Context: an optimization exercise on an open-source flow, tuned for a short achievable clock period and few clock cycles. The choices shown serve that exercise and are no tape-out recipe.
Function was checked by simulation only, so behaviour that the tests miss may differ from the original.
Power and IR drop assume default switching activity.

--- design/flow/run.sh ---
#!/bin/bash
# synth_recipe.tcl (not shown) runs the flow's synth.tcl, then flattens the netlist and writes it again
# the make line also repeats each setting of config.mk as NAME=value (left out here)
make -C /OpenROAD-flow-scripts/flow DESIGN_CONFIG=/design/flow/config.mk WORK_HOME=/design/flow/orfs CLKGATE_MAP_FILE= SYNTH_SCRIPT=/design/flow/synth_recipe.tcl finish
--- design/flow/config.mk ---
export PLATFORM = sky130hd
export DESIGN_NAME = arq_core
export DESIGN_NICKNAME = arq_core
export VERILOG_FILES = /design/flow/design.v
export SDC_FILE = /design/flow/constraint.sdc
export NUM_CORES = 4
export LEC_CHECK = 0
export ABC_CLOCK_PERIOD_IN_PS = 3000
export CAP_MARGIN = 20
export CORE_MARGIN = 2
export CORE_UTILIZATION = 40
export SETUP_SLACK_MARGIN = 5
export SLEW_MARGIN = 20
export SYNTH_MEMORY_MAX_BITS = 65536
export TNS_END_PERCENT = 20
--- design/flow/constraint.sdc ---
create_clock -name core_clock -period 10.0 [get_ports {clk}]
set_input_delay 2.0000 -clock core_clock [delete_from_list [all_inputs] [get_ports {clk}]]
set_output_delay 2.0000 -clock core_clock [all_outputs]
set_load 0.01 [all_outputs]
--- design/flow/design.v ---
module arq_core (
    input  wire        clk,
    input  wire        rst,           
    output reg         mem_re,
    output reg         mem_we,
    output reg  [7:0]  mem_addr,
    output reg  [31:0] mem_wdata,
    input  wire [31:0] mem_rdata,
    output reg         retire,        
    output wire        halted,
    output wire        faulted,
    output wire [31:0] pc,
    output wire [31:0] r0,
    output wire [31:0] r1,
    output wire [31:0] r2,
    output wire [31:0] r3,
    output wire [2:0]  flags,         
    output wire [31:0] icount,
    output reg  [2:0]  fault_code,
    output reg  [31:0] fault_value,
    output reg  [31:0] fault_pc,
    output reg  [4:0]  fault_opc
);
    localparam [2:0] S_OP   = 3'd0,
                     S_C1   = 3'd1,
                     S_C2   = 3'd2,
                     S_C3   = 3'd3,
                     S_WAIT = 3'd4,
                     S_MUL  = 3'd5;
    localparam [2:0] F_MEMADDR  = 3'd1,
                     F_REGINDEX = 3'd2;
    localparam [2:0] QDEPTH = 3'd5;
    reg         iss_code;             
    reg         iss_data;             
    reg         rv_code;              
    reg         rv_data;              
    reg  [8:0]  fptr;                 
    reg  [31:0] q0, q1, q2, q3, q4;
    reg  [4:0]  qz2, qz8, qok;
    reg  [2:0]  qn;
    reg  [2:0]  st;
    reg  [4:0]  op;
    reg         opok;                 
    reg  [31:0] pc_q;
    reg  [8:0]  ea;                   
    reg  [31:0] gpr0, gpr1, gpr2, gpr3;
    reg         fz, fn, fnz;
    reg  [31:0] opx;                  
    reg  [31:0] opy;                  
    reg  [1:0]  rid;                  
    reg  [7:0]  madr;                 
    reg         mhit;                 
    reg         rdiss;                
    reg  [31:0] dreg;
    reg         dv;
    reg         cond;
    reg  [3:0]  cndv;                 
    reg  [31:0] icnt;
    reg         halted_q, faulted_q;
    reg         pcbad;                
    reg  [31:0] acc, xs;
    reg  [32:0] yb;
    reg         ydone;                
    reg         mmem;                 
    assign halted  = halted_q;
    assign faulted = faulted_q;
    assign pc      = pc_q;
    assign r0      = gpr0;
    assign r1      = gpr1;
    assign r2      = gpr2;
    assign r3      = gpr3;
    assign flags   = {fnz, fn, fz};
    assign icount  = icnt;
    function [31:0] rsel(input [1:0] i, input [31:0] a0, input [31:0] a1,
                         input [31:0] a2, input [31:0] a3);
        case (i)
            2'd0: rsel = a0;
            2'd1: rsel = a1;
            2'd2: rsel = a2;
            default: rsel = a3;
        endcase
    endfunction
    function sum_zero(input [31:0] a, input [31:0] b, input cin);
        sum_zero = &((a ^ b) ~^ {a[30:0] | b[30:0], cin});
    endfunction
    function [31:0] add32(input [31:0] a, input [31:0] b, input cin);
        reg [31:0] g, p, gg, pp, c;
        integer i, d;
        begin
            g = a & b; p = a ^ b;
            gg = g; pp = p;
            for (d = 1; d < 32; d = d * 2)
                for (i = 31; i >= 0; i = i - 1)
                    if (i >= d) begin
                        gg[i] = gg[i] | (pp[i] & gg[i-d]);
                        pp[i] = pp[i] & pp[i-d];
                    end
            c[0] = cin;
            for (i = 1; i < 32; i = i + 1)
                c[i] = gg[i-1] | (pp[i-1] & cin);
            add32 = p ^ c;
        end
    endfunction
    function [31:0] inc32(input [31:0] x);
        reg [31:0] pp, c;
        integer i, d;
        begin
            pp = x;
            for (d = 1; d < 32; d = d * 2)
                for (i = 31; i >= 0; i = i - 1)
                    if (i >= d) pp[i] = pp[i] & pp[i-d];
            c[0] = 1'b1;
            for (i = 1; i < 32; i = i + 1) c[i] = pp[i-1];
            inc32 = x ^ c;
        end
    endfunction
    function slt(input [31:0] a, input [31:0] b);
        reg [31:0] g, p, nb;
        integer i, d;
        begin
            nb = ~b;
            g = a & nb; p = a ^ nb;
            for (d = 1; d < 32; d = d * 2)
                for (i = 31; i >= 0; i = i - 1)
                    if (i >= d) begin
                        g[i] = g[i] | (p[i] & g[i-d]);
                        p[i] = p[i] & p[i-d];
                    end
            slt = (a[31] ^ b[31]) ? a[31] : (a[31] ^ nb[31] ^ (g[30] | p[30]));
        end
    endfunction
    function c1_addr(input [4:0] o);    
        c1_addr = (o == 5'd4) || (o == 5'd5) || (o == 5'd6) || (o == 5'd13) ||
                  (o == 5'd17) || (o == 5'd19);
    endfunction
    function c1_imm(input [4:0] o);
        c1_imm = (o == 5'd10) || (o == 5'd11) || (o == 5'd15);
    endfunction
    function c1_tgt(input [4:0] o);
        c1_tgt = (o >= 5'd21) && (o <= 5'd24);
    endfunction
    function c2_rdaddr(input [4:0] o);   
        c2_rdaddr = (o >= 5'd7) && (o <= 5'd11);
    endfunction
    function jcond(input [4:0] o, input z, input n, input nz);
        case (o)
            5'd21: jcond = 1'b1;
            5'd22: jcond = z;
            5'd23: jcond = n;
            default: jcond = nz;
        endcase
    endfunction
    function cmp1(input [4:0] o, input [31:0] b, input [31:0] a);
        case (o)
            5'd25:   cmp1 = (b == a);
            5'd26:   cmp1 = slt(a, b);
            default: cmp1 = slt(b, a);
        endcase
    endfunction
    wire r_z2 = (mem_rdata[31:2] == 30'd0);
    wire r_z8 = (mem_rdata[31:8] == 24'd0);
    wire r_ok = (mem_rdata[31:5] == 27'd0) && (mem_rdata[4:0] != 5'd0) &&
                (mem_rdata[4:0] <= 5'd27);
    wire [31:0] rq0 = rsel(q0[1:0], gpr0, gpr1, gpr2, gpr3);    
    wire [4:0]  qop = q0[4:0];
    wire        nx_v  = (qn >= 3'd2) || (qn == 3'd1 && rv_code);
    wire [31:0] nx    = (qn >= 3'd2) ? q1 : mem_rdata;
    wire        nx_z8 = (qn >= 3'd2) ? qz8[1] : r_z8;
    wire [8:0]  nx_p1 = {1'b0, nx[7:0]} + 9'd1;
    wire [8:0]  q0_p1 = {1'b0, q0[7:0]} + 9'd1;
    reg  [31:0] bpp;
    reg         bneg;
    always @* begin
        case (yb[2:0])
            3'b001, 3'b010: begin bpp = xs;                bneg = 1'b0; end
            3'b011:         begin bpp = {xs[30:0], 1'b0};  bneg = 1'b0; end
            3'b100:         begin bpp = ~{xs[30:0], 1'b0}; bneg = 1'b1; end
            3'b101, 3'b110: begin bpp = ~xs;               bneg = 1'b1; end
            default:        begin bpp = 32'd0;             bneg = 1'b0; end
        endcase
    end
    wire [31:0] mul_sum  = add32(acc, bpp, bneg);
    wire        mul_zero = sum_zero(acc, bpp, bneg);
    reg  [1:0]  axs, ays;
    reg         asub;
    wire [31:0] ax   = (axs == 2'd1) ? dreg : (axs == 2'd2) ? 32'd1 : opx;
    wire [31:0] ay0  = (ays == 2'd1) ? opy : (ays == 2'd2) ? dreg : rq0;
    wire [31:0] ay   = asub ? ~ay0 : ay0;
    wire [31:0] asum = add32(ax, ay, asub);
    wire        azero = sum_zero(ax, ay, asub);
    reg  [1:0]  rwid;     reg [1:0] rwsrc;    reg [1:0] wrsrc;
    reg         fmul;     reg [1:0] msel;
    always @* begin
        axs = 2'd0; ays = 2'd0; asub = 1'b0;
        rwid = rid; rwsrc = 2'd0; wrsrc = 2'd0; fmul = 1'b0; msel = 2'd0;
        case (st)
        S_C1: begin
            axs = 2'd2;                          
            rwid = q0[1:0];
        end
        S_C2: begin
            asub = (op == 5'd2);
            case (op)
                5'd18:        rwsrc = 2'd1;
                5'd12, 5'd15: begin rwsrc = 2'd2; rwid = q0[1:0]; end
                default: ;
            endcase
            wrsrc = 2'd1;                        
        end
        S_WAIT: begin
            case (op)
                5'd4, 5'd5: begin axs = 2'd1; ays = 2'd1; asub = (op == 5'd5); end
                5'd13, 5'd19: rwsrc = 2'd3;
                5'd6: msel = 2'd1;
                5'd9: msel = 2'd2;
                default: begin
                    axs = (op == 5'd17) ? 2'd2 : 2'd0;
                    ays = 2'd2;
                    asub = (op == 5'd8) || (op == 5'd11);
                end
            endcase
        end
        S_MUL: begin
            fmul = 1'b1; wrsrc = 2'd2;
        end
        default: ;
        endcase
    end
    wire        hv = (qn != 3'd0) || rv_code;    
    reg         pop;
    reg  [2:0]  nst;
    reg         rd_req;   reg        rd_nx;
    reg         wr_req;   reg        wr_q0;
    reg         redir;    reg        redir_nx;
    reg         ret;      reg [1:0]  ret_src;    
    reg         rwe;
    reg         fwe;
    reg         do_halt;
    reg         do_fault; reg [2:0] f_code;    reg [1:0] f_src;   
    reg         mul_start; reg mul_mem;
    reg         dcons;
    reg         cond_n;
    reg         fin;       
    reg         newop;     
    reg         op_byp;    
    reg         smflush;   
    always @* begin
        pop = 1'b0; nst = st;
        rd_req = 1'b0; rd_nx = 1'b1;
        wr_req = 1'b0; wr_q0 = 1'b0;
        redir = 1'b0; redir_nx = 1'b0;
        ret = 1'b0; ret_src = 2'd0;
        rwe = 1'b0;
        fwe = 1'b0;
        do_halt = 1'b0;
        do_fault = 1'b0; f_code = F_MEMADDR; f_src = 2'd0;
        mul_start = 1'b0; mul_mem = 1'b0;
        dcons = 1'b0;
        cond_n = cndv[q0[1:0]];
        fin = 1'b0;
        newop = 1'b0; op_byp = 1'b0;
        smflush = 1'b0;
        case (st)
        S_OP: begin
            if (pcbad) begin
                do_fault = 1'b1; f_src = 2'd2;
            end else if (qn != 3'd0) begin
                if (!qok[0]) begin
                    do_halt = 1'b1;
                end else begin
                    pop = 1'b1; newop = 1'b1;
                    nst = S_C1;
                    if (c1_tgt(qop) && jcond(qop, fz, fn, fnz) && nx_v) begin
                        redir = 1'b1; redir_nx = 1'b1;
                        ret = 1'b1; ret_src = 2'd2;
                        nst = S_OP;
                    end else if (c1_addr(qop) && nx_v) begin
                        rd_req = 1'b1; rd_nx = 1'b1;
                    end
                end
            end else if (rv_code) begin
                pop = 1'b1; newop = 1'b1; op_byp = 1'b1;
                nst = S_C1;
            end
        end
        S_C1: begin
            if (!opok) begin
                do_halt = 1'b1;
            end else if (ea[8]) begin
                do_fault = 1'b1;
            end else if (qn != 3'd0) begin
                if (c1_tgt(op)) begin
                    pop = 1'b1; ret = 1'b1; nst = S_OP;
                    if (jcond(op, fz, fn, fnz)) begin
                        redir = 1'b1; ret_src = 2'd2;
                    end
                end else if (c1_imm(op)) begin
                    pop = 1'b1; nst = S_C2;
                    if (c2_rdaddr(op) && nx_v) begin
                        rd_req = 1'b1; rd_nx = 1'b1;
                    end
                end else if (c1_addr(op)) begin
                    if (!qz8[0]) begin
                        do_fault = 1'b1; f_src = 2'd1;
                    end else begin
                        pop = 1'b1;
                        nst = (op == 5'd17) ? S_WAIT : S_C2;
                        if (!rdiss) begin
                            rd_req = 1'b1; rd_nx = 1'b0;
                        end
                    end
                end else begin
                    if (!qz2[0]) begin
                        do_fault = 1'b1; f_code = F_REGINDEX; f_src = 2'd1;
                    end else begin
                        pop = 1'b1; nst = S_C2;
                        if (op == 5'd16) begin
                            rwe = 1'b1;
                            fwe = 1'b1;
                            ret = 1'b1; nst = S_OP;
                        end else if (c2_rdaddr(op) && nx_v) begin
                            rd_req = 1'b1; rd_nx = 1'b1;
                        end
                    end
                end
            end
        end
        S_C2: begin
            if (ea[8]) begin
                do_fault = 1'b1;
            end else if (qn != 3'd0) begin
                if (op == 5'd18) begin
                    pop = 1'b1;
                    rwe = 1'b1;
                    ret = 1'b1; nst = S_OP;
                end else if (c2_rdaddr(op) || op == 5'd14 || op == 5'd20) begin
                    if (!qz8[0]) begin
                        do_fault = 1'b1; f_src = 2'd1;
                    end else begin
                        pop = 1'b1;
                        if (op == 5'd14 || op == 5'd20) begin
                            wr_req = 1'b1; wr_q0 = 1'b1;
                            ret = 1'b1; nst = S_OP;
                            smflush = mhit_st;
                        end else begin
                            nst = S_WAIT;
                            if (!rdiss) begin
                                rd_req = 1'b1; rd_nx = 1'b0;
                            end
                        end
                    end
                end else begin
                    if (!qz2[0]) begin
                        do_fault = 1'b1; f_code = F_REGINDEX; f_src = 2'd1;
                    end else begin
                        pop = 1'b1;
                        case (op)
                            5'd1, 5'd2: begin
                                rwe = 1'b1; fwe = 1'b1;
                                ret = 1'b1; nst = S_OP;
                            end
                            5'd3: begin
                                mul_start = 1'b1; mul_mem = 1'b0;
                                nst = S_MUL;
                            end
                            5'd12, 5'd15: begin
                                rwe = 1'b1;
                                ret = 1'b1; nst = S_OP;
                            end
                            5'd25, 5'd26, 5'd27: begin
                                nst = S_C3;
                                if (cond_n && nx_v) begin
                                    redir = 1'b1; redir_nx = 1'b1;
                                    ret = 1'b1; ret_src = 2'd2;
                                    nst = S_OP;
                                end
                            end
                            default: begin
                                nst = S_WAIT;
                            end
                        endcase
                    end
                end
            end
        end
        S_C3: begin
            if (ea[8]) begin
                do_fault = 1'b1;
            end else if (qn != 3'd0) begin
                pop = 1'b1; ret = 1'b1; nst = S_OP;
                if (cond) begin
                    redir = 1'b1; ret_src = 2'd2;
                end
            end
        end
        S_WAIT: begin
            ret_src = 2'd1;
            if (dv) begin
                dcons = 1'b1;
                case (op)
                    5'd4, 5'd5: begin
                        rwe = 1'b1; fwe = 1'b1;
                        ret = 1'b1; fin = 1'b1; nst = S_OP;
                    end
                    5'd13, 5'd19: begin
                        rwe = 1'b1;
                        ret = 1'b1; fin = 1'b1; nst = S_OP;
                    end
                    5'd6: begin
                        mul_start = 1'b1; mul_mem = 1'b0;
                        nst = S_MUL;
                    end
                    5'd9: begin
                        mul_start = 1'b1; mul_mem = 1'b1;
                        nst = S_MUL;
                    end
                    default: begin
                        wr_req = 1'b1; fwe = 1'b1;
                        ret = 1'b1; fin = 1'b1; nst = S_OP;
                        smflush = mhit;
                    end
                endcase
            end
        end
        S_MUL: begin
            ret_src = 2'd1;
            if (ydone) begin
                fwe = 1'b1;
                ret = 1'b1; fin = 1'b1; nst = S_OP;
                if (mmem) begin
                    wr_req = 1'b1;
                    smflush = mhit;
                end else begin
                    rwe = 1'b1;
                end
            end
        end
        default: ;
        endcase
        if (fin && !ea[8] && !(mhit && wr_req) && hv) begin
            pop = 1'b1; newop = 1'b1; nst = S_C1;
            if (qn != 3'd0) begin
                if (qok[0] && c1_addr(qop) && nx_v && !wr_req) begin
                    rd_req = 1'b1; rd_nx = 1'b1;
                end
            end else begin
                op_byp = 1'b1;
            end
        end
    end
    wire [8:0] st_off  = {1'b0, q0[7:0]} - (ea + 9'd1);
    wire       mhit_st = (st_off[8:3] == 6'd0);
    wire [31:0] alu_or_mul = fmul ? mul_sum : asum;
    wire [31:0] rwdata  = (rwsrc == 2'd1) ? q0 : (rwsrc == 2'd2) ? opx :
                          (rwsrc == 2'd3) ? dreg : alu_or_mul;
    wire [31:0] wr_data = (wrsrc == 2'd1) ? opx : (wrsrc == 2'd2) ? mul_sum : asum;
    wire [7:0]  wr_addr = wr_q0 ? q0[7:0] : madr;
    wire [7:0]  rd_addr = rd_nx ? nx[7:0] : q0[7:0];
    wire        fres_z  = fmul ? mul_zero : azero;
    wire        flush    = redir || smflush;
    wire        pop_q    = pop && (qn != 3'd0);         
    wire        push     = rv_code && !(pop && qn == 3'd0);
    wire        running  = !halted_q && !faulted_q;
    wire [31:0] redir_t  = redir_nx ? nx : q0;
    wire        redir_ok = redir_nx ? nx_z8 : qz8[0];
    wire [8:0]  redir_p1 = redir_nx ? nx_p1 : q0_p1;
    wire [2:0] qn_next = qn + {2'd0, push} - {2'd0, pop_q};
    wire [2:0] qn_all  = qn + {2'd0, rv_code} + {2'd0, iss_code};
    wire       space   = (qn_all < QDEPTH);
    always @(posedge clk) begin
        if (rst) begin
            mem_re <= 1'b1; mem_we <= 1'b0; mem_addr <= 8'd0; mem_wdata <= 32'd0;
            iss_code <= 1'b1; iss_data <= 1'b0;
            rv_code <= 1'b0; rv_data <= 1'b0;
            fptr <= 9'd1;
            qn <= 3'd0;
            st <= S_OP; op <= 5'd0; opok <= 1'b0;
            pc_q <= 32'd0; ea <= 9'd0; pcbad <= 1'b0;
            gpr0 <= 32'd0; gpr1 <= 32'd0; gpr2 <= 32'd0; gpr3 <= 32'd0;
            fz <= 1'b0; fn <= 1'b0; fnz <= 1'b0;
            rdiss <= 1'b0; dv <= 1'b0; cond <= 1'b0;
            icnt <= 32'd0;
            halted_q <= 1'b0; faulted_q <= 1'b0;
            retire <= 1'b0;
            fault_code <= 3'd0; fault_value <= 32'd0; fault_pc <= 32'd0; fault_opc <= 5'd0;
        end else begin
            retire <= 1'b0;
            rv_code <= iss_code && !flush;
            rv_data <= iss_data;
            qn <= flush ? 3'd0 : qn_next;
            if (pop_q) begin
                if (push && qn == 3'd1) begin
                    q0 <= mem_rdata; qz2[0] <= r_z2; qz8[0] <= r_z8; qok[0] <= r_ok;
                end else begin
                    q0 <= q1; qz2[0] <= qz2[1]; qz8[0] <= qz8[1]; qok[0] <= qok[1];
                end
                if (push && qn == 3'd2) begin
                    q1 <= mem_rdata; qz2[1] <= r_z2; qz8[1] <= r_z8; qok[1] <= r_ok;
                end else begin
                    q1 <= q2; qz2[1] <= qz2[2]; qz8[1] <= qz8[2]; qok[1] <= qok[2];
                end
                if (push && qn == 3'd3) begin
                    q2 <= mem_rdata; qz2[2] <= r_z2; qz8[2] <= r_z8; qok[2] <= r_ok;
                end else begin
                    q2 <= q3; qz2[2] <= qz2[3]; qz8[2] <= qz8[3]; qok[2] <= qok[3];
                end
                if (push && qn == 3'd4) begin
                    q3 <= mem_rdata; qz2[3] <= r_z2; qz8[3] <= r_z8; qok[3] <= r_ok;
                end else begin
                    q3 <= q4; qz2[3] <= qz2[4]; qz8[3] <= qz8[4]; qok[3] <= qok[4];
                end
                if (push && qn == 3'd5) begin
                    q4 <= mem_rdata; qz2[4] <= r_z2; qz8[4] <= r_z8; qok[4] <= r_ok;
                end
            end else if (push) begin
                if (qn == 3'd0) begin
                    q0 <= mem_rdata; qz2[0] <= r_z2; qz8[0] <= r_z8; qok[0] <= r_ok;
                end
                if (qn == 3'd1) begin
                    q1 <= mem_rdata; qz2[1] <= r_z2; qz8[1] <= r_z8; qok[1] <= r_ok;
                end
                if (qn == 3'd2) begin
                    q2 <= mem_rdata; qz2[2] <= r_z2; qz8[2] <= r_z8; qok[2] <= r_ok;
                end
                if (qn == 3'd3) begin
                    q3 <= mem_rdata; qz2[3] <= r_z2; qz8[3] <= r_z8; qok[3] <= r_ok;
                end
                if (qn == 3'd4) begin
                    q4 <= mem_rdata; qz2[4] <= r_z2; qz8[4] <= r_z8; qok[4] <= r_ok;
                end
            end
            if (rv_data) begin
                dreg <= mem_rdata;
                dv   <= 1'b1;
            end else if (dcons) begin
                dv   <= 1'b0;
            end
            mem_re <= 1'b0; mem_we <= 1'b0;
            iss_code <= 1'b0; iss_data <= 1'b0;
            mem_wdata <= wr_data;
            if (running) begin
                if (wr_req) begin
                    mem_we <= 1'b1; mem_addr <= wr_addr;
                    if (smflush) fptr <= ret_src[0] ? ea : ea + 9'd1;
                end else if (rd_req) begin
                    mem_re <= 1'b1; mem_addr <= rd_addr; iss_data <= 1'b1;
                end else if (redir) begin
                    mem_re <= redir_ok; iss_code <= redir_ok;
                    mem_addr <= redir_t[7:0];
                    fptr <= redir_ok ? redir_p1 : 9'h100;
                end else if (!fptr[8] && space) begin
                    mem_re <= 1'b1; mem_addr <= fptr[7:0]; iss_code <= 1'b1;
                    fptr <= fptr + 9'd1;
                end
            end
            if (running) begin
                if (do_fault) begin
                    faulted_q   <= 1'b1;
                    fault_code  <= f_code;
                    fault_value <= (f_src == 2'd2) ? pc_q : (f_src == 2'd1) ? q0 : {23'd0, ea};
                    fault_pc    <= pc_q;
                    fault_opc   <= (f_src == 2'd2) ? 5'd0 : op;
                end else if (do_halt) begin
                    halted_q <= 1'b1;
                end else begin
                    st <= nst;
                    if (pop) ea <= ea + 9'd1;
                    if (newop) begin
                        op    <= op_byp ? mem_rdata[4:0] : q0[4:0];
                        opok  <= op_byp ? r_ok : qok[0];
                        rdiss <= rd_req;
                    end else if (rd_req) begin
                        rdiss <= 1'b1;
                    end
                    if (st == S_C1 && pop) begin
                        opx  <= c1_imm(op) ? q0 : rq0;
                        rid  <= q0[1:0];
                        madr <= q0[7:0];
                        mhit <= mhit_st;
                        cndv <= {cmp1(op, gpr3, rq0), cmp1(op, gpr2, rq0),
                                 cmp1(op, gpr1, rq0), cmp1(op, gpr0, rq0)};
                    end
                    if (st == S_C2 && pop) begin
                        opy <= rq0;
                        if (op != 5'd18 && op != 5'd1 && op != 5'd2 && op != 5'd3) rid <= q0[1:0];
                        if (c2_rdaddr(op)) begin
                            madr <= q0[7:0];
                            mhit <= mhit_st;
                        end
                        cond <= cond_n;
                    end
                    if (rwe) begin
                        case (rwid)
                            2'd0: gpr0 <= rwdata;
                            2'd1: gpr1 <= rwdata;
                            2'd2: gpr2 <= rwdata;
                            default: gpr3 <= rwdata;
                        endcase
                    end
                    if (fwe) begin
                        fz  <= fres_z;
                        fn  <= alu_or_mul[31];
                        fnz <= !fres_z;
                    end
                    if (mul_start) begin
                        acc  <= 32'd0;
                        case (msel)
                            2'd0: begin xs <= opx;  yb <= {rq0, 1'b0};  ydone <= (rq0[31:1] == 31'd0) || (rq0[31:1] == {31{1'b1}}); end
                            2'd1: begin xs <= dreg; yb <= {opy, 1'b0};  ydone <= (opy[31:1] == 31'd0) || (opy[31:1] == {31{1'b1}}); end
                            default: begin xs <= opx; yb <= {dreg, 1'b0}; ydone <= (dreg[31:1] == 31'd0) || (dreg[31:1] == {31{1'b1}}); end
                        endcase
                        mmem <= mul_mem;
                    end else if (st == S_MUL) begin
                        acc   <= mul_sum;
                        xs    <= {xs[29:0], 2'b00};
                        yb    <= {{2{yb[32]}}, yb[32:2]};
                        ydone <= (yb[32:4] == 29'd0) || (yb[32:4] == {29{1'b1}});
                    end
                    if (ret) begin
                        retire <= 1'b1;
                        icnt   <= inc32(icnt);
                        case (ret_src)
                            2'd0: begin pc_q <= {23'd0, ea + 9'd1}; pcbad <= (ea == 9'd255) || ea[8]; end
                            2'd1: begin pc_q <= {23'd0, ea};        pcbad <= ea[8]; end
                            default: begin pc_q <= redir_t;         pcbad <= !redir_ok; end
                        endcase
                    end
                    if (redir) begin
                        ea <= {1'b0, redir_t[7:0]};
                    end else if (smflush) begin
                        ea <= ret_src[0] ? ea : ea + 9'd1;
                    end
                end
            end
        end
    end
endmodule
==> metrics.yaml, run 1 <==
synth_xor_area_frac: 0.0414
setup_viol: 0
skew_ps: 62.0
antenna_found_initial: 11
worst_path_max_delay_cell: "xor2_1"
dieHeight_um: 354
drc: 0
crit_arrival_ps: 5540
nets: 6126
cp-end-kind: "register"
synth_compound_area_frac: 0.186
utilization: 0.483
post-place-ws_ps: 3430
grt_overflow_total: 0
die_width_um: 354
setup_ws_ps: 5000
ys_async_sr_fraction: 0
synth-adder-area-share: 0.103
crit_type: "register to register"
startpoint_type: "register"
port_buffers: 344
ctsRootBufferMaster: "clkbuf_16"
hold_start: "fault_pc[28]"
post-dp-hpwl_um: 155000
yosys-top-cells-count: "nand2_1, nor2_1, a21oi_1"
grt_use_total: 0.329
status: "no timing/DRC/antenna violations"
synthCells: 5428
final_max_slew_viol_count: 0
hold_path_class: "register to register"
timing.rr.start: "q0[0]"
area_growth_syn_to_layout_pct: 19.9
yosys_warnings: 1
vias: 45100
path_clk_slew_ps: 60
synthMuxAreaShare: 0.0709
grt_first_pass_wirelength_um: 304000
synth_top_family_by_area: "compound AO/OA/AOI/OAI gates"
slowest_delay_ps: 580
fmax_mhz: 200
fill_cells: 11700
fp.dieArea_mm2: 0.125
final-hold-violation-count: 0
yosysTopAreaCell: "edfxtp_1"
wire_per_inst_um: 28.9
ctsHoldBuffers: 0
layout.cells.non_filler: 7397
synthSimpleGateAreaFrac: 0.165
tns_ps: 0
first_pass_iters: 6
synth.most_common_cell: "nand2_1"
fin_crit_sh: 0.500
core.rowCount: 128
grt_max_degree: 157
via_per_inst: 6.09
worstPathRequired_ps: 10540
p_leak_nw: 21.6
slew_headroom: 0.204
yosys.cell_types.count: 109
clk_latency_ps: 710
wirelength_um: 214000
rsz0062_at_grt: "true"
place_area_mm2: 0.0541
placed_cells: 7144
tightest_slew_ps: 1190
crit_family: "simple AND/OR/NAND/NOR gates"
cts_tree: "done"
synth_area_leaders: "edfxtp_1, dfxtp_1, ha_1, a21oi_1, nand2_1"
holdPathEnd: "fault_pc[28]"
whs_path_depth: 2
initial_core_util: 0.403
hold_slack_ps: 452
cp_max_fo: 10
worst-r2r-setup-slack_ps: 5000
synth_top_cell_area_share: 0.236
layout-drive-gt1-share: 0.128
ys_seq_area_frac: 0.378
numCtsBuffers: 88
io-pin-count: 346
clock-sinks: 734
synth_seq_cells: 734
cp_num_buf_inv: 3
rr_worst_depth: 17
syn_nets: 5861
peakVddDrop_mv: 0.148
postLayoutCellArea_mm2: 0.0588
ant_nets: 0
synth-edff-count: 385
final.min_clock_period_ps: 5000
synth_ff_type: "edfxtp_1"
reg2reg_to: "fnz"
h-tree-depth: 3
routabilityCongestion: 0.993
drv_cap: 0
clk_path_buf_depth: 3
netlist_area_mm2: 0.0491
drt_iter0_markers: 5334
power_mw: 11.5
grt_pass1_vias: 42200
worstPathCellList: "buf_4, bufbuf_16, mux4_2, clkinvlp_4, nor2_1, a21oi_1, nor2_1, a21oi_1, xnor2_1, ha_1, xor2_1, nand4_1, nor4_1, nand4_1, nor3_1, or3_1, a21oi_1"
core_region_area_mm2: 0.122
syn_avg_cell_area_um2: 9.04
worst_path_most_repeated_cell: "a21oi_1"
power_density_mw_per_mm2: 195
## repair_timing
action / CTS / global route
resized for setup: 100 / 108
buffers inserted: 21 / 59
setup endpoints to repair: 209 / 209
cloned: 4 / 0
pin swaps: 6 / 19
## metal layers
| layer | routed length (µm) | track usage | vias to the layer above |
|---|---|---|---|
| li1 | - | - | 20300 |
| met1 | 87900 | 0.436 | 22000 |
| met2 | 95100 | 0.513 | 2279 |
| met3 | 18300 | 0.0637 | 524 |
| met4 | 12800 | 0.162 | 10 |
| met5 | 67 | 0 | - |
## report_power, final
group          total [mW]  internal [mW]  switching, mW  leakage [nW]
clock network        3.42           1.96           1.45          1.47
logic                4.01           1.50           2.51          13.8
registers            4.03           3.60          0.435          6.34
total                11.5           7.06           4.40          21.6
## cell type report
class	instances	area (µm²)	area share
repair buffers	527	5040	0.0857
flip-flops and latches	734	18600	0.315
diodes	3	7.51	0.000128
multi-input cells	4012	28800	0.490
well taps	1625	2030	0.0346
clock buffers	123	2520	0.0428
clock inverters	43	541	0.00919
inverters	330	1330	0.0226
## cell usage in the layout, fill, tap and decap left out, types with 50 or more instances in the layout
| cell type | instances |
|---|---|
| a211oi_1 | 53 |
| a21o_1 | 102 |
| a21oi_1 | 403 |
| a22oi_1 | 66 |
| a31oi_1 | 50 |
| buf_4 | 162 |
| clkbuf_16 | 91 |
| clkdlybuf4s50_1 | 343 |
| dfxtp_1 | 341 |
| edfxtp_1 | 385 |
| ha_1 | 360 |
| inv_1 | 303 |
| mux2_2 | 160 |
| mux2i_1 | 81 |
| nand2_1 | 478 |
| nand3_1 | 142 |
| nand4_1 | 104 |
| nor2_1 | 441 |
| nor3_1 | 122 |
| nor4_1 | 58 |
| o21ai_0 | 272 |
| or3_1 | 80 |
| xnor2_1 | 122 |
| xor2_1 | 104 |
## how the worst max path moves through the flow
| stage | from | cells after the start | slack (ps) | end |
|---|---|---|---|---|
| global route | q0[0] | 17 | 4830 | fnz |
| finish | q0[0] | 17 | 5000 | fnz |
| global placement | st[2] | 15 | 3620 | gpr1[26] |
| floorplan | rst | 4 | 4260 | q1[0] |
| CTS | q0[1] | 19 | 4890 | gpr3[17] |
| detailed placement | st[2] | 15 | 3430 | gpr0[26] |
## tightest hold or removal path, cell delays in order, from the launching register on
cell,delay (ps)
dfxtp_1,300
nand2_1,50
a21oi_1,50
## flip-flops by register name (all words and copies together), names as in the netlist, 32 cells and up
signal,cells
acc,32
dreg,32
fault_pc,32
fault_value,32
gpr0,32
gpr1,32
gpr2,32
gpr3,32
icnt,32
mem_wdata,32
opx,32
opy,32
pc_q,32
q0,32
q1,32
q2,32
q3,32
q4,32
xs,32
yb,33
## cells by family after synthesis
kind of cell,after synthesis
other cells,1
buf+inv,683
simple gates,1688
mux,285
flops,734
fa+ha+maj,399
xor+xnor,232
compound gates,1406
Testbench counts, summed over its fixed seeds: cycles 44,778.
==> run 2: changes to the inputs <==
==> design/flow/flow/run.sh (new file) <==
#!/bin/bash
set -euo pipefail
cd "$(dirname "$0")/.."
bash standard.sh SETUP_SLACK_MARGIN=6.5 ABC_CLOCK_PERIOD_IN_PS=3000 TNS_END_PERCENT=20 finish > flow_make.log 2>&1
==> design/flow/standard.sh (new file) <==
#!/bin/bash
# synth_recipe.tcl (not shown) runs the flow's synth.tcl, then flattens the netlist and writes it again
# the make line also repeats each setting of config.mk as NAME=value (left out here)
make -C /OpenROAD-flow-scripts/flow DESIGN_CONFIG=/design/flow/config.mk WORK_HOME=/design/flow/orfs CLKGATE_MAP_FILE= SYNTH_SCRIPT=/design/flow/synth_recipe.tcl "${@:-finish}"
==> design/flow/config.mk (replaced) <==
export PLATFORM = sky130hd
export DESIGN_NAME = arq_core
export DESIGN_NICKNAME = arq_core
export VERILOG_FILES = /design/flow/design.v
export SDC_FILE = /design/flow/constraint.sdc
export NUM_CORES = 4
export LEC_CHECK = 0
export CAP_MARGIN = 20
export CORE_MARGIN = 2
export CORE_UTILIZATION = 40
export SLEW_MARGIN = 20
export SYNTH_MEMORY_MAX_BITS = 65536
removed: design/flow/run.sh
==> run 2 against run 1 <==
Against the previous run: sequential share of layout area decreased by 3.2 points; total power increased by 10%; combinational power increased by 26%; hold slack got worse by 18 ps; first-iteration DRC count increased by 10%; die area unchanged; non-clock buffer count increased by 312; area after synthesis unchanged; synthesized cell count unchanged; sequential power about the same; largest cell class unchanged; via count increased by 6.3%; clock power increased by 3%.
==> metrics.yaml, run 2 <==
status: "no timing/DRC/antenna violations"
p_leak_nw: 24.5  # +13%
drc: 0  # unchanged
nets: 6437  # +5.1%
ys_seq_area_frac: 0.378  # unchanged
worstPathRequired_ps: 10600  # +60 ps
startpoint_type: "register"
synth-edff-count: 385  # unchanged
clk_path_buf_depth: 3  # unchanged
vias: 47900  # +6.3%
final-hold-violation-count: 0  # unchanged
drt_iter0_markers: 5885  # +10%
fmax_mhz: 214  # +6.7%
core_region_area_mm2: 0.122  # unchanged
utilization: 0.539  # +0.0557
grt_use_total: 0.350  # +0.0212
port_buffers: 344  # unchanged
final.min_clock_period_ps: 4680  # -313 ps
cp-end-kind: "register"
largest_register: "yb"
grt_max_degree: 145  # -7.6%
largest_reg_flops: 33  # unchanged
skew_ps: 57.8  # -4.24 ps
path_clk_slew_ps: 60  # about the same
core.rowCount: 128  # unchanged
final_max_slew_viol_count: 0  # unchanged
slew_headroom: 0.0466  # -0.158
wirelength_um: 229000  # +6.9%
crit_arrival_ps: 5290  # -250 ps
setup_viol: 0  # unchanged
yosys.cell_types.count: 109  # unchanged
layout-drive-gt1-share: 0.252  # +0.124
synthCells: 5428  # unchanged
ant_nets: 0  # unchanged
placed_cells: 7149  # +0.070%
cp_max_fo: 33  # +23
syn_avg_cell_area_um2: 9.04  # unchanged
ctsHoldBuffers: 0  # unchanged
power_density_mw_per_mm2: 192  # -1.2%
yosys-top-cells-count: "nand2_1, nor2_1, a21oi_1"
grt_first_pass_wirelength_um: 324000  # +6.4%
numCtsBuffers: 86  # -2.3%
layout.cells.non_filler: 7705  # +4.2%
rsz0062_at_grt: "true"
synth_seq_cells: 734  # unchanged
fin_crit_sh: 0.468  # -0.0313
hold_path_class: "register to register"
die_width_um: 354  # unchanged
yosys_warnings: 1  # unchanged
h-tree-depth: 3  # unchanged
fill_cells: 11000  # -6.0%
tns_ps: 0  # unchanged
post-dp-hpwl_um: 156000  # +0.23%
syn_nets: 5861  # unchanged
via_per_inst: 6.22  # +2.1%
first_pass_iters: 14  # +8
antenna_found_initial: 14  # +3
synth_ff_type: "edfxtp_1"
io-pin-count: 346  # unchanged
final_cell_mix: "nand2_1, nor2_1, edfxtp_1"
yosysTopAreaCell: "edfxtp_1"
mostFrequentLayoutCell: "nand2_1"
routabilityCongestion: 1.02  # +2.9%
crit_type: "register to register"
initial_core_util: 0.403  # unchanged
wire_per_inst_um: 29.7  # +2.7%
ctsRootBufferMaster: "clkbuf_16"
clk_latency_ps: 720  # about the same
synth_top_cell_area_share: 0.236  # unchanged
tightest_slew_ps: 1420  # +225 ps
cts_tree: "done"
grt_pass1_vias: 45400  # +7.6%
peakVddDrop_mv: 0.139  # -6.2%
dieHeight_um: 354  # unchanged
area_growth_syn_to_layout_pct: 33.7
netlist_area_mm2: 0.0491  # unchanged
ys_async_sr_fraction: 0  # unchanged
clock-sinks: 734  # unchanged
grt_overflow_total: 0  # unchanged
synth_area_leaders: "edfxtp_1, dfxtp_1, ha_1, a21oi_1, nand2_1"
drv_cap: 0  # unchanged
synth.most_common_cell: "nand2_1"
fp.dieArea_mm2: 0.125  # unchanged
[run 2: worst paths after layout]
kind | slack, ps | cells after the start | endpoint | start
worst max-delay path | 5320 | 20 | gpr1[28] | op[1]
worst min-delay path | 430 | 1 | rv_data | iss_data
worst max register to register | 5320 | 20 | gpr1[28] | op[1]
worst min register to register | 430 | 1 | rv_data | iss_data
[run 2: timing repair]
action	in CTS	in global routing
pin swaps	228	196
resized for setup	647	438
setup endpoints to repair	1254	1189
setup buffers	256	110
cloned	25	1
[run 2: area by class of cell]
cell class | instances | area [µm²] | share of cell area
multi-input cells | 4013 | 32100 | 0.489
flip-flops and latches | 734 | 18600 | 0.283
repair buffers | 839 | 8450 | 0.129
clock buffers | 112 | 2420 | 0.0370
well taps | 1625 | 2030 | 0.0310
inverters | 330 | 1340 | 0.0204
clock inverters | 48 | 698 | 0.0106
diodes | 4 | 10.0 | 0.000153
[run 2: power by group]
part | leakage, nW | internal (mW) | switching (mW)
Sequential | 6.35 | 3.60 | 0.452
Clock | 1.52 | 2.07 | 1.44
Combinational | 16.6 | 2.13 | 2.93
Total | 24.5 | 7.80 | 4.83
[run 2: worst max-delay path, stage by stage (launching register included)]
cell and delay [ps]:
dfxtp_4 350, buf_12 120, buf_4 130, buf_4 150, and4b_1 240, o31ai_4 410, nand2_2 120, buf_12 210
xnor2_2 290, ha_4 260, buf_4 140, buf_4 170, a21oi_1 320, o21ai_0 210, a21oi_1 230, nor2_1 60
nor2_1 210, o41ai_4 140, xor2_2 190, a211o_1 340, a31o_2 220
[run 2: per-stage QoR]
| step | area, µm² | worst slack, ps | total power [mW] | hold slack [ps] |
|---|---|---|---|---|
| floorplan | 49200 | 5470 | 6.16 | 414 |
| global placement | 54100 | 3950 | 7.66 | 425 |
| detailed placement | 54100 | 3790 | 7.68 | 420 |
| CTS | 62900 | 5510 | 12.1 | 435 |
| global route | 65600 | 5280 | 13.0 | 465 |
| finish | 65600 | 5320 | 12.6 | 434 |
[run 2: layer usage]
layer,vias up,share of wire,GRT usage
li1,20900,-,-
met1,23400,0.39,0.444
met2,2838,0.43,0.535
met3,743,0.10,0.0858
met4,16,0.079,0.219
met5,-,0.00047,0
[run 2: cell families after synthesis]
family	count (synthesis)	share of synthesized area
AND/OR/NAND/NOR	1688	0.165
AO/OA/AOI/OAI	1406	0.186
flip-flops	734	0.378
buffers and inverters	683	0.0551
adder cells (fa/ha/maj)	399	0.103
multiplexers	285	0.0709
XOR/XNOR	232	0.0414
other	1	0.0000764
==> run 3: changes to the inputs <==
--- a/design/flow/design.v
+++ b/design/flow/design.v
@@ -41,6 +41,7 @@
     reg  [2:0]  st;
     reg  [4:0]  op;
     reg         opok;                 
+    reg         k45, k17, ksub;       
     reg  [31:0] pc_q;
     reg  [8:0]  ea;                   
     reg  [31:0] gpr0, gpr1, gpr2, gpr3;
@@ -157,6 +158,19 @@
             default: cmp1 = slt(b, a);
         endcase
     endfunction
+    function [3:0] rsel4(input [1:0] i, input [3:0] a0, input [3:0] a1,
+                         input [3:0] a2, input [3:0] a3);
+        case (i)
+            2'd0: rsel4 = a0;
+            2'd1: rsel4 = a1;
+            2'd2: rsel4 = a2;
+            default: rsel4 = a3;
+        endcase
+    endfunction
+    wire [3:0] cmp_a0 = {cmp1(op, gpr3, gpr0), cmp1(op, gpr2, gpr0), cmp1(op, gpr1, gpr0), cmp1(op, gpr0, gpr0)};
+    wire [3:0] cmp_a1 = {cmp1(op, gpr3, gpr1), cmp1(op, gpr2, gpr1), cmp1(op, gpr1, gpr1), cmp1(op, gpr0, gpr1)};
+    wire [3:0] cmp_a2 = {cmp1(op, gpr3, gpr2), cmp1(op, gpr2, gpr2), cmp1(op, gpr1, gpr2), cmp1(op, gpr0, gpr2)};
+    wire [3:0] cmp_a3 = {cmp1(op, gpr3, gpr3), cmp1(op, gpr2, gpr3), cmp1(op, gpr1, gpr3), cmp1(op, gpr0, gpr3)};
     wire r_z2 = (mem_rdata[31:2] == 30'd0);
     wire r_z8 = (mem_rdata[31:8] == 24'd0);
     wire r_ok = (mem_rdata[31:5] == 27'd0) && (mem_rdata[4:0] != 5'd0) &&
@@ -183,11 +197,26 @@
     wire        mul_zero = sum_zero(acc, bpp, bneg);
     reg  [1:0]  axs, ays;
     reg         asub;
-    wire [31:0] ax   = (axs == 2'd1) ? dreg : (axs == 2'd2) ? 32'd1 : opx;
-    wire [31:0] ay0  = (ays == 2'd1) ? opy : (ays == 2'd2) ? dreg : rq0;
-    wire [31:0] ay   = asub ? ~ay0 : ay0;
-    wire [31:0] asum = add32(ax, ay, asub);
-    wire        azero = sum_zero(ax, ay, asub);
+    wire [31:0] ax   = k45 ? dreg : k17 ? 32'd1 : opx;
+    wire [31:0] ay0  = k45 ? opy : dreg;
+    wire [31:0] ay   = ksub ? ~ay0 : ay0;
+    wire [31:0] asum = add32(ax, ay, ksub);
+    wire        azero = sum_zero(ax, ay, ksub);
+    wire        rr_sub = ksub;           
+    wire [31:0] rb0 = rr_sub ? ~gpr0 : gpr0;
+    wire [31:0] rb1 = rr_sub ? ~gpr1 : gpr1;
+    wire [31:0] rb2 = rr_sub ? ~gpr2 : gpr2;
+    wire [31:0] rb3 = rr_sub ? ~gpr3 : gpr3;
+    wire [31:0] rr0 = add32(opx, rb0, rr_sub);
+    wire [31:0] rr1 = add32(opx, rb1, rr_sub);
+    wire [31:0] rr2 = add32(opx, rb2, rr_sub);
+    wire [31:0] rr3 = add32(opx, rb3, rr_sub);
+    wire [3:0]  rrz = {sum_zero(opx, rb3, rr_sub), sum_zero(opx, rb2, rr_sub),
+                       sum_zero(opx, rb1, rr_sub), sum_zero(opx, rb0, rr_sub)};
+    wire [3:0]  incz = {&gpr3, &gpr2, &gpr1, &gpr0};
+    wire [31:0] rsum = (st == S_C1) ? rsel(q0[1:0], inc32(gpr0), inc32(gpr1), inc32(gpr2), inc32(gpr3))
+                                    : rsel(q0[1:0], rr0, rr1, rr2, rr3);
+    wire        rzero = (st == S_C1) ? incz[q0[1:0]] : rrz[q0[1:0]];
     reg  [1:0]  rwid;     reg [1:0] rwsrc;    reg [1:0] wrsrc;
     reg         fmul;     reg [1:0] msel;
     always @* begin
@@ -448,15 +477,16 @@
             end
         end
     end
+    wire [4:0]  op_n5 = op_byp ? mem_rdata[4:0] : q0[4:0];
     wire [8:0] st_off  = {1'b0, q0[7:0]} - (ea + 9'd1);
     wire       mhit_st = (st_off[8:3] == 6'd0);
-    wire [31:0] alu_or_mul = fmul ? mul_sum : asum;
+    wire [31:0] alu_or_mul = fmul ? mul_sum : (st == S_WAIT) ? asum : rsum;
     wire [31:0] rwdata  = (rwsrc == 2'd1) ? q0 : (rwsrc == 2'd2) ? opx :
                           (rwsrc == 2'd3) ? dreg : alu_or_mul;
     wire [31:0] wr_data = (wrsrc == 2'd1) ? opx : (wrsrc == 2'd2) ? mul_sum : asum;
     wire [7:0]  wr_addr = wr_q0 ? q0[7:0] : madr;
     wire [7:0]  rd_addr = rd_nx ? nx[7:0] : q0[7:0];
-    wire        fres_z  = fmul ? mul_zero : azero;
+    wire        fres_z  = fmul ? mul_zero : (st == S_WAIT) ? azero : rzero;
     wire        flush    = redir || smflush;
     wire        pop_q    = pop && (qn != 3'd0);         
     wire        push     = rv_code && !(pop && qn == 3'd0);
@@ -478,7 +508,7 @@
             pc_q <= 32'd0; ea <= 9'd0; pcbad <= 1'b0;
             gpr0 <= 32'd0; gpr1 <= 32'd0; gpr2 <= 32'd0; gpr3 <= 32'd0;
             fz <= 1'b0; fn <= 1'b0; fnz <= 1'b0;
-            rdiss <= 1'b0; dv <= 1'b0; cond <= 1'b0;
+            rdiss <= 1'b0; dv <= 1'b0;
             icnt <= 32'd0;
             halted_q <= 1'b0; faulted_q <= 1'b0;
             retire <= 1'b0;
@@ -567,28 +597,14 @@
                     if (pop) ea <= ea + 9'd1;
                     if (newop) begin
                         op    <= op_byp ? mem_rdata[4:0] : q0[4:0];
+                        k45   <= (op_n5 == 5'd4) || (op_n5 == 5'd5);
+                        k17   <= (op_n5 == 5'd17);
+                        ksub  <= (op_n5 == 5'd2) || (op_n5 == 5'd5) || (op_n5 == 5'd8) || (op_n5 == 5'd11);
                         opok  <= op_byp ? r_ok : qok[0];
                         rdiss <= rd_req;
                     end else if (rd_req) begin
                         rdiss <= 1'b1;
                     end
-                    if (st == S_C1 && pop) begin
-                        opx  <= c1_imm(op) ? q0 : rq0;
-                        rid  <= q0[1:0];
-                        madr <= q0[7:0];
-                        mhit <= mhit_st;
-                        cndv <= {cmp1(op, gpr3, rq0), cmp1(op, gpr2, rq0),
-                                 cmp1(op, gpr1, rq0), cmp1(op, gpr0, rq0)};
-                    end
-                    if (st == S_C2 && pop) begin
-                        opy <= rq0;
-                        if (op != 5'd18 && op != 5'd1 && op != 5'd2 && op != 5'd3) rid <= q0[1:0];
-                        if (c2_rdaddr(op)) begin
-                            madr <= q0[7:0];
-                            mhit <= mhit_st;
-                        end
-                        cond <= cond_n;
-                    end
                     if (rwe) begin
                         case (rwid)
                             2'd0: gpr0 <= rwdata;
@@ -602,20 +618,6 @@
                         fn  <= alu_or_mul[31];
                         fnz <= !fres_z;
                     end
-                    if (mul_start) begin
-                        acc  <= 32'd0;
-                        case (msel)
-                            2'd0: begin xs <= opx;  yb <= {rq0, 1'b0};  ydone <= (rq0[31:1] == 31'd0) || (rq0[31:1] == {31{1'b1}}); end
-                            2'd1: begin xs <= dreg; yb <= {opy, 1'b0};  ydone <= (opy[31:1] == 31'd0) || (opy[31:1] == {31{1'b1}}); end
-                            default: begin xs <= opx; yb <= {dreg, 1'b0}; ydone <= (dreg[31:1] == 31'd0) || (dreg[31:1] == {31{1'b1}}); end
-                        endcase
-                        mmem <= mul_mem;
-                    end else if (st == S_MUL) begin
-                        acc   <= mul_sum;
-                        xs    <= {xs[29:0], 2'b00};
-                        yb    <= {{2{yb[32]}}, yb[32:2]};
-                        ydone <= (yb[32:4] == 29'd0) || (yb[32:4] == {29{1'b1}});
-                    end
                     if (ret) begin
                         retire <= 1'b1;
                         icnt   <= inc32(icnt);
@@ -634,4 +636,37 @@
             end
         end
     end
+    wire mul_ld = (st == S_C2 && op == 5'd3) || (st == S_WAIT && (op == 5'd6 || op == 5'd9));
+    always @(posedge clk) begin
+        if (st == S_C1) begin
+            opx  <= c1_imm(op) ? q0 : rq0;
+            rid  <= q0[1:0];
+            madr <= q0[7:0];
+            mhit <= mhit_st;
+            cndv <= rsel4(q0[1:0], cmp_a0, cmp_a1, cmp_a2, cmp_a3);
+        end
+        if (st == S_C2) begin
+            opy <= rq0;
+            if (op != 5'd18 && op != 5'd1 && op != 5'd2 && op != 5'd3) rid <= q0[1:0];
+            if (c2_rdaddr(op)) begin
+                madr <= q0[7:0];
+                mhit <= mhit_st;
+            end
+            cond <= cond_n;
+        end
+        if (mul_ld) begin
+            acc  <= 32'd0;
+            case (msel)
+                2'd0: begin xs <= opx;  yb <= {rq0, 1'b0};  ydone <= (rq0[31:1] == 31'd0) || (rq0[31:1] == {31{1'b1}}); end
+                2'd1: begin xs <= dreg; yb <= {opy, 1'b0};  ydone <= (opy[31:1] == 31'd0) || (opy[31:1] == {31{1'b1}}); end
+                default: begin xs <= opx; yb <= {dreg, 1'b0}; ydone <= (dreg[31:1] == 31'd0) || (dreg[31:1] == {31{1'b1}}); end
+            endcase
+            mmem <= (op == 5'd9);
+        end else if (st == S_MUL) begin
+            acc   <= mul_sum;
+            xs    <= {xs[29:0], 2'b00};
+            yb    <= {{2{yb[32]}}, yb[32:2]};
+            ydone <= (yb[32:4] == 29'd0) || (yb[32:4] == {29{1'b1}});
+        end
+    end
 endmodule
==> run 3 against run 2 <==
Against the previous run: critical endpoint is now gpr3[12]; sequential share of layout area shrank 7.6 points; critical path depth shrank 7; clock-buffer cell count grew 6; synthesized cell count grew 40%; clock skew shrank 14 ps; critical path type unchanged; design area grew 36%; area after synthesis grew 33%; non-clock buffer count grew 325; die area grew 33%; wire length grew 67%; utilization grew 0.74 points; still clean; combinational power grew to 2.6 times the previous value.
==> metrics.yaml, run 3 <==
ctsRootBufferMaster: "clkbuf_16"
peakVddDrop_mv: 0.164  # +18%
mostFrequentLayoutCell: "ha_1"
synth_top_family_by_area: "compound AO/OA/AOI/OAI gates"
ctsHoldBuffers: 0  # unchanged
antenna_found_initial: 18  # +4
ys_async_sr_fraction: 0  # unchanged
post-dp-hpwl_um: 274000  # +76%
yosysTopAreaCell: "edfxtp_1"
io-pin-count: 346  # unchanged
initial_core_util: 0.402  # -0.000712
largest_register: "yb"
clock-sinks: 737  # +0.41%
p_clk_frac: 0.168  # -0.110
grt_first_pass_wirelength_um: 504000  # +55%
placed_cells: 9873  # +38%
p_sw_mw: 10.1  # +110%
synthSimpleGateAreaFrac: 0.158  # -0.00702
core.rowCount: 148  # +16%
routabilityCongestion: 1.07  # +4.7%
crit_arrival_ps: 5120  # -170 ps
p_seq_frac: 0.195  # -0.126
drt_iter0_markers: 10000  # +71%
internal_power_mw: 11.0  # +41%
h-tree-depth: 3  # unchanged
area_growth_syn_to_layout_pct: 35.8
setup_viol: 0  # unchanged
fp.dieArea_mm2: 0.167  # +33%
final_cell_mix: "ha_1, buf_4, nand2_1"
ys_seq_area_frac: 0.278  # -0.0999
largest_reg_flops: 33  # unchanged
yosys.cell_types.count: 111  # +1.8%
slew_headroom: 0.0546  # +0.00800
drc: 0  # unchanged
synth.most_common_cell: "ha_1"
sw_frac_of_total: 0.478  # +0.0958
yosys-top-cells-count: "ha_1, nand2_1, a21oi_1"
final-hold-violation-count: 0  # unchanged
tightest_slew_ps: 1400  # -11.9 ps
final.min_clock_period_ps: 4500  # -178 ps
skew_ps: 44.0  # -13.8 ps
synth-adder-area-share: 0.151  # +0.0473
synth_area_leaders: "edfxtp_1, ha_1, dfxtp_1, xnor2_1, xor2_1"
rsz0062_at_grt: "true"
first_pass_iters: 11  # -3
wire_per_inst_um: 35.9  # +21%
nets: 9181  # +43%
hold_path_class: "register to register"
clk_path_buf_depth: 3  # unchanged
port_buffers: 344  # unchanged
clk_latency_ps: 740  # +20 ps
dieHeight_um: 409  # +15%
netlist_area_mm2: 0.0655  # +33%
synth_ff_type: "dfxtp_1"
status: "no timing/DRC/antenna violations"
synth_compound_area_frac: 0.192  # +0.00550
wirelength_um: 381000  # +67%
synth_xor_area_frac: 0.0939  # +0.0525
cp_max_fo: 8  # -76%
startpoint_type: "register"
p_leak_nw: 35.7  # +46%
fmax_mhz: 222  # +3.9%
crit_type: "register to register"
cts_tree: "done"
fin_crit_sh: 0.450  # -0.0178
layout-drive-gt1-share: 0.268  # +0.0160
synthMuxAreaShare: 0.0707  # -0.000155
power_mw: 21.1  # +67%
core_region_area_mm2: 0.163  # +34%
yosys_warnings: 1  # unchanged
power_density_mw_per_mm2: 237  # +23%
numCtsBuffers: 89  # +3.5%
vias: 68900  # +44%
grt_use_total: 0.425  # +0.0748
grt_max_degree: 103  # -29%
synth-edff-count: 346  # -10%
synth_top_cell_area_share: 0.159  # -0.0770
layout.cells.non_filler: 10600  # +38%
via_per_inst: 6.48  # +4.1%
path_clk_slew_ps: 60  # about the same
synth_seq_cells: 737  # +0.41%
syn_nets: 8397  # +43%
tns_ps: 0  # unchanged
power_frac_comb: 0.637  # +0.236
synthCells: 7583  # +40%
grt_pass1_vias: 62400  # +37%
syn_avg_cell_area_um2: 8.64  # -4.4%
ant_nets: 0  # unchanged
cp-end-kind: "register"
final_max_slew_viol_count: 0  # unchanged
grt_overflow_total: 0  # unchanged
die_width_um: 409  # +15%
worstPathRequired_ps: 10610  # about the same
drv_cap: 0  # unchanged
-- run 3: cell count changes after synthesis, moves of 82 or more --
cell,before,now
ha_1,388,765
xnor2_1,123,387
xor2_1,109,315
inv_1,330,478
a21oi_1,421,546
nand2_1,482,604
clkbuf_1,260,364
o21ai_0,280,376
a21o_1,102,196
nor2_1,453,535
-- run 3: path summary, 6_finish.rpt --
kind                  from  endpoint  slack (ps)  depth (start not counted)
hold / removal    iss_data   rv_data         440                          1
hold reg to reg   iss_data   rv_data         440                          1
setup / recovery   gpr3[0]  gpr3[12]        5500                         13
setup reg to reg   gpr3[0]  gpr3[12]        5500                         13
-- run 3: power groups by stage --
stage	Clock (mW)	Sequential, mW	Combinational, mW
floorplan	0	3.99	5.90
global placement	0	4.15	9.51
detailed placement	0	4.16	9.46
CTS	3.55	4.08	11.4
global route	3.67	4.13	13.8
finish	3.54	4.11	13.4
-- run 3: routing by layer --
metal	global-route usage	up-vias	wire length (µm)	share of wire
li1	-	28900	-	-
met1	0.583	33900	153000	0.40
met2	0.582	4909	149000	0.39
met3	0.140	1065	52000	0.14
met4	0.231	20	27200	0.071
met5	0.00115	-	291	0.00076
-- run 3: final cells by class --
type,instances,area (µm²)
antenna,12,30.0
fill,14700,73800
clock buffer,118,2540
clock inverter,48,597
timing repair buffer,1164,12100
multi-input combinational,5893,50500
inverter,482,1970
tap,2175,2720
sequential,737,18500
-- run 3: what timing repair did --
item | CTS | global route
buffers inserted | 213 | 308
setup endpoints to repair | 1146 | 1098
cloned | 31 | 24
pin swaps | 200 | 242
resized for setup | 743 | 1054
-- run 3: logic make-up (layout without fill, tap and decap cells) --
family / count (synthesis) / in the layout
mux: 383 / 383
flops: 737 / 737
compound gates: 1897 / 1898
xor+xnor: 702 / 702
simple gates: 2126 / 2129
other cells: 1 / 13
fa+ha+maj: 780 / 780
buf+inv: 957 / 1812
-- run 3: per-stage QoR --
stage          instance area, µm²  hold WS, ps   util  setup WS, ps
6_report                    88900          440  0.546          5500
5_1_grt                     88900          443  0.546          5440
4_1_cts                     81800          438  0.503          5690
3_5_place_dp                72300          425  0.444          3620
3_3_place_gp                72300          427  0.444          3380
2_1_floorplan               66400          414      -          6050
-- run 3: critical path: stages, from the launching register on --
cell	delay [ps]
dfxtp_1	600
buf_4	290
ha_1	340
and4_1	370
nand2_1	280
nor4_1	380
xnor2_1	110
mux4_2	630
o21ai_1	410
a221o_1	250
a31oi_4	90
a2bb2oi_4	200
buf_12	170
a211oi_1	230
Testbench counts of run 3, summed over its fixed seeds: cycles 44,778.
==> run 4: changes to the inputs <==
--- a/design/flow/design.v
+++ b/design/flow/design.v
@@ -47,6 +47,7 @@
     reg  [31:0] gpr0, gpr1, gpr2, gpr3;
     reg         fz, fn, fnz;
     reg  [31:0] opx;                  
+    reg  [31:0] opxe;                 
     reg  [31:0] opy;                  
     reg  [1:0]  rid;                  
     reg  [7:0]  madr;                 
@@ -202,20 +203,17 @@
     wire [31:0] ay   = ksub ? ~ay0 : ay0;
     wire [31:0] asum = add32(ax, ay, ksub);
     wire        azero = sum_zero(ax, ay, ksub);
-    wire        rr_sub = ksub;           
-    wire [31:0] rb0 = rr_sub ? ~gpr0 : gpr0;
-    wire [31:0] rb1 = rr_sub ? ~gpr1 : gpr1;
-    wire [31:0] rb2 = rr_sub ? ~gpr2 : gpr2;
-    wire [31:0] rb3 = rr_sub ? ~gpr3 : gpr3;
-    wire [31:0] rr0 = add32(opx, rb0, rr_sub);
-    wire [31:0] rr1 = add32(opx, rb1, rr_sub);
-    wire [31:0] rr2 = add32(opx, rb2, rr_sub);
-    wire [31:0] rr3 = add32(opx, rb3, rr_sub);
-    wire [3:0]  rrz = {sum_zero(opx, rb3, rr_sub), sum_zero(opx, rb2, rr_sub),
-                       sum_zero(opx, rb1, rr_sub), sum_zero(opx, rb0, rr_sub)};
+    wire [31:0] rr0 = add32(opxe, gpr0, 1'b0);
+    wire [31:0] rr1 = add32(opxe, gpr1, 1'b0);
+    wire [31:0] rr2 = add32(opxe, gpr2, 1'b0);
+    wire [31:0] rr3 = add32(opxe, gpr3, 1'b0);
+    wire [3:0]  rrz = ksub ? {&(opxe ^ gpr3), &(opxe ^ gpr2), &(opxe ^ gpr1), &(opxe ^ gpr0)}
+                           : {sum_zero(opxe, gpr3, 1'b0), sum_zero(opxe, gpr2, 1'b0),
+                              sum_zero(opxe, gpr1, 1'b0), sum_zero(opxe, gpr0, 1'b0)};
+    wire [31:0] rrs = rsel(q0[1:0], rr0, rr1, rr2, rr3);
     wire [3:0]  incz = {&gpr3, &gpr2, &gpr1, &gpr0};
     wire [31:0] rsum = (st == S_C1) ? rsel(q0[1:0], inc32(gpr0), inc32(gpr1), inc32(gpr2), inc32(gpr3))
-                                    : rsel(q0[1:0], rr0, rr1, rr2, rr3);
+                                    : (ksub ? ~rrs : rrs);
     wire        rzero = (st == S_C1) ? incz[q0[1:0]] : rrz[q0[1:0]];
     reg  [1:0]  rwid;     reg [1:0] rwsrc;    reg [1:0] wrsrc;
     reg         fmul;     reg [1:0] msel;
@@ -640,6 +638,7 @@
     always @(posedge clk) begin
         if (st == S_C1) begin
             opx  <= c1_imm(op) ? q0 : rq0;
+            opxe <= (op == 5'd2) ? ~rq0 : rq0;
             rid  <= q0[1:0];
             madr <= q0[7:0];
             mhit <= mhit_st;
==> run 4 against run 3 <==
Against the previous run: clock power about the same; critical path depth increased by 5; still clean; design area decreased by 1.5%; largest cell class unchanged; setup slack improved by 240 ps; sequential cell count increased by 32; synthesized cell count decreased by 0.67%; critical path type unchanged; register-to-register slack improved by 240 ps; utilization decreased by 1.5 points; highest routed layer unchanged; area after synthesis increased by 1.2%.
==> metrics.yaml, run 4 <==
ant_nets: 0  # unchanged
crit_arrival_ps: 4900  # -220 ps
synth_top_family_by_area: "compound AO/OA/AOI/OAI gates"
hold_path_class: "register to register"
via_per_inst: 6.50  # +0.37%
core.rowCount: 149  # +0.68%
crit_family: "compound AO/OA/AOI/OAI gates"
synth_top_cell_area_share: 0.171  # +0.0126
post-dp-hpwl_um: 271000  # -1.2%
yosysTopAreaCell: "edfxtp_1"
ys_seq_area_frac: 0.289  # +0.0112
final-hold-violation-count: 0  # unchanged
final_cell_mix: "ha_1, buf_4, nand2_1"
drv_cap: 0  # unchanged
hold_slack_ps: 453  # +12.9 ps
final.min_clock_period_ps: 4260  # -243 ps
wl_met1_um: 144000  # -5.8%
placed_cells: 9838  # -0.35%
worstPathRequired_ps: 10640  # +30 ps
antenna_found_initial: 37  # +19
synth_compound_area_frac: 0.195  # +0.00392
grt_overflow_total: 0  # unchanged
synth-adder-area-share: 0.150  # -0.000564
synth.most_common_cell: "ha_1"
syn_avg_cell_area_um2: 8.80  # +1.9%
cp_num_buf_inv: 4  # +2
synth_xor_area_frac: 0.0801  # -0.0138
synth_area_leaders: "edfxtp_1, ha_1, dfxtp_1, xnor2_1, a21oi_1"
grt_pass1_vias: 62500  # +0.17%
fill_cells: 15000  # +2.6%
clk_path_buf_depth: 3  # unchanged
numCtsBuffers: 90  # +1.1%
mostFrequentLayoutCell: "ha_1"
layout-drive-gt1-share: 0.258  # -0.0102
area_growth_syn_to_layout_pct: 32.3
setup_ws_ps: 5740  # +243 ps
fp.dieArea_mm2: 0.169  # +1.2%
worst_path_most_repeated_cell: "buf_6"
initial_core_util: 0.402  # about the same
postLayoutCellArea_mm2: 0.0877  # -1.5%
setup_viol: 0  # unchanged
worstPathCellList: "buf_4, buf_6, bufbuf_16, xnor2_1, o221a_4, ha_4, a21oi_2, o22ai_2, a31oi_2, o21ai_4, buf_6, a211o_1, xor2_4, o221ai_1, a21boi_1, o21ai_1, o2111ai_2, o21ai_0"
place_area_mm2: 0.0732  # +1.2%
worst_path_max_delay_cell: "edfxtp_1"
rsz0062_at_grt: "true"
slew_headroom: 0.234  # +0.180
ctsRootBufferMaster: "clkbuf_16"
grt_max_degree: 81  # -21%
netlist_area_mm2: 0.0663  # +1.2%
port_buffers: 344  # unchanged
yosys.cell_types.count: 104  # -6.3%
drc: 0  # unchanged
ctsHoldBuffers: 0  # unchanged
fmax_mhz: 235  # +5.7%
skew_ps: 82.5  # +38.5 ps
cp_max_fo: 5  # -3
nets: 9092  # -0.97%
synthMuxAreaShare: 0.0781  # +0.00740
status: "no timing/DRC/antenna violations"
yosys-top-cells-count: "ha_1, nand2_1, a21oi_1"
layout.cells.non_filler: 10500  # -0.75%
largest_register: "yb"
clk_latency_ps: 770  # +30 ps
synth-edff-count: 378  # +9.2%
grt_first_pass_wirelength_um: 499000  # -0.92%
power_density_mw_per_mm2: 202  # -15%
drt_iter0_markers: 9331  # -7.1%
synthCells: 7532  # -0.67%
synth_ff_type: "dfxtp_1"
startpoint_type: "register"
syn_nets: 8350  # -0.56%
cp-end-kind: "register"
grt_use_total: 0.414  # -0.0107
core_region_area_mm2: 0.165  # +1.2%
tightest_slew_ps: 1140  # -267 ps
post-place-ws_ps: 4210  # +585 ps
wirelength_um: 369000  # -3.4%
largest_reg_flops: 33  # unchanged
tns_ps: 0  # unchanged
wire_per_inst_um: 34.9  # -2.7%
yosys_warnings: 1  # unchanged
h-tree-depth: 3  # unchanged
utilization: 0.532  # -0.0146
first_pass_iters: 8  # -3
peakVddDrop_mv: 0.222  # +36%
dieHeight_um: 411  # +0.59%
p_leak_nw: 34.0  # -4.6%
crit_type: "register to register"
cts_tree: "done"
power_mw: 17.7  # -16%
final_max_slew_viol_count: 0  # unchanged
ys_async_sr_fraction: 0  # unchanged
met2_length_um: 151000  # +1.4%
top_layer: "met5"
clock-sinks: 769  # +4.3%
fin_crit_sh: 0.426  # -0.0243
route.met3.wl_um: 44900  # -14%
routabilityCongestion: 1.08  # +0.86%
synthSimpleGateAreaFrac: 0.160  # +0.00201
slowest_delay_ps: 470  # -160 ps
vias: 68600  # -0.38%
synth_seq_cells: 769  # +4.3%
die_width_um: 411  # +0.59%
io-pin-count: 346  # unchanged
path_clk_slew_ps: 70  # about the same
run 4: cell types whose count changed after synthesis, sizes merged, moves of 25 or more:
| cell | delta |
|---|---|
| o21ai | +51 |
| a222oi | -26 |
| a211oi | -26 |
| nor2 | -51 |
| xnor2 | +43 |
| and3 | +25 |
| a22oi | +28 |
| nand3 | +80 |
| xor2 | -139 |
| a31oi | +45 |
| or3 | -44 |
| edfxtp | +32 |
| inv | -132 |
run 4: logic make-up after synthesis:
logic type	after synthesis
compound gates	1986
xor+xnor	606
fa+ha+maj	784
buf+inv	806
flops	769
mux	410
other cells	1
simple gates	2170
run 4: final cells by class:
cell class,count,area (µm²),area share
tap,2189,2740,0.0312
multi-input combinational,5963,50200,0.573
sequential,769,19300,0.221
clock inverter,39,483,0.00551
antenna,10,25.0,0.000285
timing repair buffer,1099,10700,0.122
clock buffer,129,2640,0.0301
inverter,351,1550,0.0176
run 4: worst reg2reg max path: stages, from the launching register on:
cell	delay, ps
edfxtp_1	470
buf_4	180
buf_6	130
bufbuf_16	280
xnor2_1	130
o221a_4	260
ha_4	260
a21oi_2	160
o22ai_2	90
a31oi_2	220
o21ai_4	130
buf_6	150
a211o_1	360
xor2_4	350
o221ai_1	180
a21boi_1	210
o21ai_1	210
o2111ai_2	190
o21ai_0	200
run 4: report_power, final:
group | total [mW] | internal [mW] | switching, mW
Combinational | 9.87 | 3.83 | 6.04
Sequential | 4.34 | 3.84 | 0.499
Clock | 3.52 | 1.97 | 1.55
Total | 17.7 | 9.64 | 8.09
run 4: final timing paths:
kind	from	to	slack [ps]	cells after the start
setup / recovery	yb[2]	gpr1[15]	5740	18
hold / removal	fault_pc[14]	fault_pc[14]	450	2
setup reg to reg	yb[2]	gpr1[15]	5740	18
hold reg to reg	fault_pc[14]	fault_pc[14]	450	2
run 4: metal layers:
layer | vias up | global-route usage
li1 | 29100 | -
met1 | 33600 | 0.547
met2 | 4752 | 0.600
met3 | 1147 | 0.121
met4 | 22 | 0.237
met5 | - | 0
run 4: what timing repair did:
| item | CTS | global route |
|---|---|---|
| setup buffers | 249 | 252 |
| setup endpoints to repair | 1113 | 1030 |
| gates resized for setup | 877 | 608 |
| cloned | 23 | 8 |
| pin swaps | 127 | 204 |
Testbench counts of run 4, summed over its fixed seeds: cycles 44,778.

==> afterwards: timing with drivers on the ports <==
No port has a modelled driver above. Below, the same layouts with a new extraction and two added sets of constraints.
Step 1 assumes that a clkbuf_16 drives the clock port and a buf_2 every other input.
Step 2 also shifts input and output timing later by t, the mid clock arrival at the registers, as if the neighbouring blocks saw the same clock.
Three values: no drivers, after step 1, after step 2; two values: the first two.
| run | t, ns | slack for setup (ns) | worst hold slack (ns) |
|---|---|---|---|
| run 1 | 0.760 | 5.004 / 5.004 / 4.473 | 0.452 / 0.452 / 0.452 |
| run 2 | 0.767 | 5.317 / 5.317 / 5.317 | 0.434 / 0.434 / 0.434 |
| run 3 | 0.810 | 5.495 / 5.495 / 5.495 | 0.440 / 0.440 / 0.440 |
| run 4 | 0.816 | 5.739 / 5.739 / 5.427 | 0.453 / 0.453 / 0.453 |
After both steps every run listed still meets setup and hold. The setup slack of run 1, which loses most, moves by 0.000 ns with the drivers and by -0.531 ns with both steps.
